This is an optimization exercise on Yosys and OpenROAD, whose aim is small area, a short achievable clock period and few clock cycles per item, not a production implementation.
In this exercise RTL edits were held to simulation tests only and were not proved equivalent to the original.
Power and IR drop assume default switching activity.

## job 7353
// map_unit
module map_unit (
    input  wire        clk,
    input  wire        rst,
    input  wire        in_valid,
    output reg         in_ready,
    input  wire [15:0] isize,     
    input  wire [15:0] osize,     
    output reg         out_valid,
    output reg  [15:0] out_idx,
    output reg  [15:0] out_fnum,
    output reg         out_last,
    output reg         out_err
);
    reg         busy;           
    reg         div;            
    reg         p2;             
    reg         dvl, dvh;       
    reg         b;              
    reg  [15:0] q;              
    reg  [15:0] r;              
    reg  [15:0] nd;             
    reg  [15:0] cnt;            
    function [31:0] skl16;
        input [15:0] a, bb;
        reg   [15:0] g, p;
        integer l, j, m;
        begin
            g = a & bb;
            p = a ^ bb;
            for (l = 0; l < 4; l = l + 1)
                for (j = 0; j < 16; j = j + 1)
                    if ((j >> l) & 1) begin
                        m = ((j >> l) << l) - 1;
                        g[j] = g[j] | (p[j] & g[m]);
                        p[j] = p[j] & p[m];
                    end
            skl16 = {g, p};
        end
    endfunction
    wire [16:0] x   = {dvh ? out_fnum[15:8] : {1'b0, out_fnum[15:9]},
                       dvl ? {out_fnum[7:0], b} : out_fnum[8:0]};
    wire [17:0] t   = {1'b0, x} + {2'b01, nd} + 18'd1;    
    wire        c   = t[17];                              
    wire [31:0] sgp = skl16(out_fnum, r);
    wire [15:0] s   = (out_fnum ^ r) ^ {sgp[30:16], 1'b0};
    wire [15:0] z   = {dvh ? x[15:8] : s[15:8], dvl ? x[7:0] : s[7:0]};
    wire [15:0] fn  = c ? t[15:0] : z;
    wire [31:0] igp = skl16(out_idx, q);
    wire [15:0] ipx = out_idx ^ q;
    wire [15:0] ix0 = ipx ^ {igp[30:16], 1'b0};
    wire [15:0] ix1 = ipx ^ {igp[30:16] | igp[14:0], 1'b1};
    wire [15:0] ix  = c ? ix1 : ix0;           
    wire [15:0] above;                         
    assign above[15] = 1'b0;
    genvar k;
    generate
        for (k = 14; k >= 0; k = k - 1) begin : g_above
            assign above[k] = above[k+1] | r[k+1];
        end
    endgenerate
    wire [15:0] ptr = r & ~above;
    wire        bn  = |(q & {1'b0, ptr[15:1]});      
    wire        div_done = ~|r[15:1];
    wire        last_next = (cnt == 16'd2);
    reg  [15:0] cdec;
    reg         zb;
  ...
Size in the first run: about 810 cells after synthesis, roughly 110 flip-flops, ~71 I/O pins.
Settings: LEC_CHECK=0, CAP_MARGIN=20, CORE_MARGIN=2, CORE_UTILIZATION=40, SLEW_MARGIN=20; clock period 10.0 ns.
standard.sh (not shown) runs the stock make flow with config.mk's settings and CLKGATE_MAP_FILE= SYNTH_SCRIPT=/design/flow/synth_recipe.tcl, a recipe that flattens the netlist after the stock synthesis.
==> flow/flow/run.sh <==
#!/bin/bash
set -euo pipefail
MARGIN=6.85
BUFCELL=sky130_fd_sc_hd__buf_2
sed -e 's/ SETUP_SLACK_MARGIN=[0-9.]*//' \
    -e "s/\"\${@:-finish}\"/SETUP_SLACK_MARGIN=$MARGIN BUFFER_PORTS_ARGS='-buffer_cell $BUFCELL' &/" \
    standard.sh > standard_margin.sh
bash standard_margin.sh > standard.log 2>&1
Job 7353: flow completed, timing, DRC and antenna clean
Testbench counts of job 7353, summed over its fixed seeds: cycles 12,028, items 10,186.
Here is what was changed in the inputs of job 4906 compared with job 7353.
diff --git a/flow/flow/run.sh b/flow/flow/run.sh
--- a/flow/flow/run.sh
+++ b/flow/flow/run.sh
@@ -3,2 +3,2 @@
-MARGIN=6.85
-BUFCELL=sky130_fd_sc_hd__buf_2
+MARGIN=7
+BUFCELL=sky130_fd_sc_hd__buf_1
==> comparison <==
Going from job 7353 to job 4906, area of the multi-input gates grows by about 3.5%.
As far as depth of the worst register-to-register path goes, job 4906 and job 7353 are indistinguishable; the numbers are identical.
Looking at switching power total, job 4906 sits 25 uW above job 7353.
Share of power burned in combinational logic was higher in job 4906 than in job 7353.
Changes in job 8100 relative to job 4906:
- changing CAP_MARGIN from 20 to 0
- changing SLEW_MARGIN from 20 to 0
diff --git a/flow/flow/run.sh b/flow/flow/run.sh
--- a/flow/flow/run.sh
+++ b/flow/flow/run.sh
@@ -4 +4 @@
-BUFCELL=sky130_fd_sc_hd__buf_1
+BUFCELL=sky130_fd_sc_hd__buf_2
==> run summary <==
The net switching fraction of the power of job 8100 exceeds that of job 4906 by 0.54 points. | total power | lower: job 8100 |. Job 4906 has a higher fraction of the cycle the final worst path needs than job 8100. The worst clock skew of job 8100 exceeds that of job 4906 by 0.0053 ns. Job 8100 vs job 4906 — final cell count dropped 7. Diff job 4906 -> job 8100: fraction of cell area in non-clock buffers grew by 0.56 points; worst setup margin grew by 0.017 ns; global routing usage summed across all routing layers grew by 0.53 points; number of top-level design ports held steady; met3 usage grew by 0.28 points. Job 8100 ended up with a higher proportion of power drawn by combinational gates than job 4906 did.
## Diff of input files: job 6800 against job 8100
- SETUP_SLACK_MARGIN newly set to 5
- SLEW_MARGIN changed from 0 to 20
- CAP_MARGIN changed from 0 to 20
==> flow/run.sh (new file) <==
#!/bin/bash
# synth_recipe.tcl (not shown) runs the flow's synth.tcl, then flattens the netlist and writes it again
# the make line also repeats each setting of config.mk as NAME=value (left out here)
make -C /OpenROAD-flow-scripts/flow DESIGN_CONFIG=/design/flow/config.mk WORK_HOME=/design/flow/orfs CLKGATE_MAP_FILE= SYNTH_SCRIPT=/design/flow/synth_recipe.tcl finish
removed: flow/flow/run.sh
removed: flow/standard.sh
## What came out
Job 6800 finished end to end and its layout was clean on timing, DRC and antenna. End point of the critical path: out_fnum[13] -> job 6800, cnt[15] -> job 8100. The core of job 6800 is less densely filled than that of job 8100. What job 6800 reported for average routed wire per standard cell has to be multiplied by 1.05 to get the figure for job 8100. Number of gates given a new drive strength after cts: job 6800 < job 8100. In terms of number of enable-type register cells in the synthesized netlist, job 6800 and job 8100 differ only marginally.

-- afterwards: timing with drivers on the ports --
The results above use ideal ports. As a check the final layouts listed here were re-extracted and re-timed, cells and wires unchanged. Step 1, drivers: a clkbuf_16 drives clk and a buf_2 each remaining input, both assumed. Step 2 also shifts input and output timing later by t, the mid clock arrival at the registers, as if the neighbouring blocks saw the same clock. a / b / c = ideal ports / drivers / drivers and shift; a / b = the first two.
run	t, ns	setup WS [ns]	hold WS [ns]	worst setup path after step 2	clock arrival spread, ns
job 7353	0.404	6.884 / 6.872 / 6.612	0.493 / 0.493 / 0.493	input to register	0.010 / 0.011
job 4906	0.402	6.926 / 6.926 / 6.661	0.513 / 0.513 / 0.513	input to register	0.007 / 0.007
job 8100	0.407	6.943 / 6.943 / 6.675	0.519 / 0.519 / 0.519	input to register	0.013 / 0.013
job 6800	0.401	5.812 / 5.812 / 5.812	0.502 / 0.502 / 0.502	register to register	0.007 / 0.008
After both steps setup and hold are still met in every run listed. The setup slack of job 7353, which loses most, moves by -0.012 ns with the drivers and by -0.272 ns with both steps.
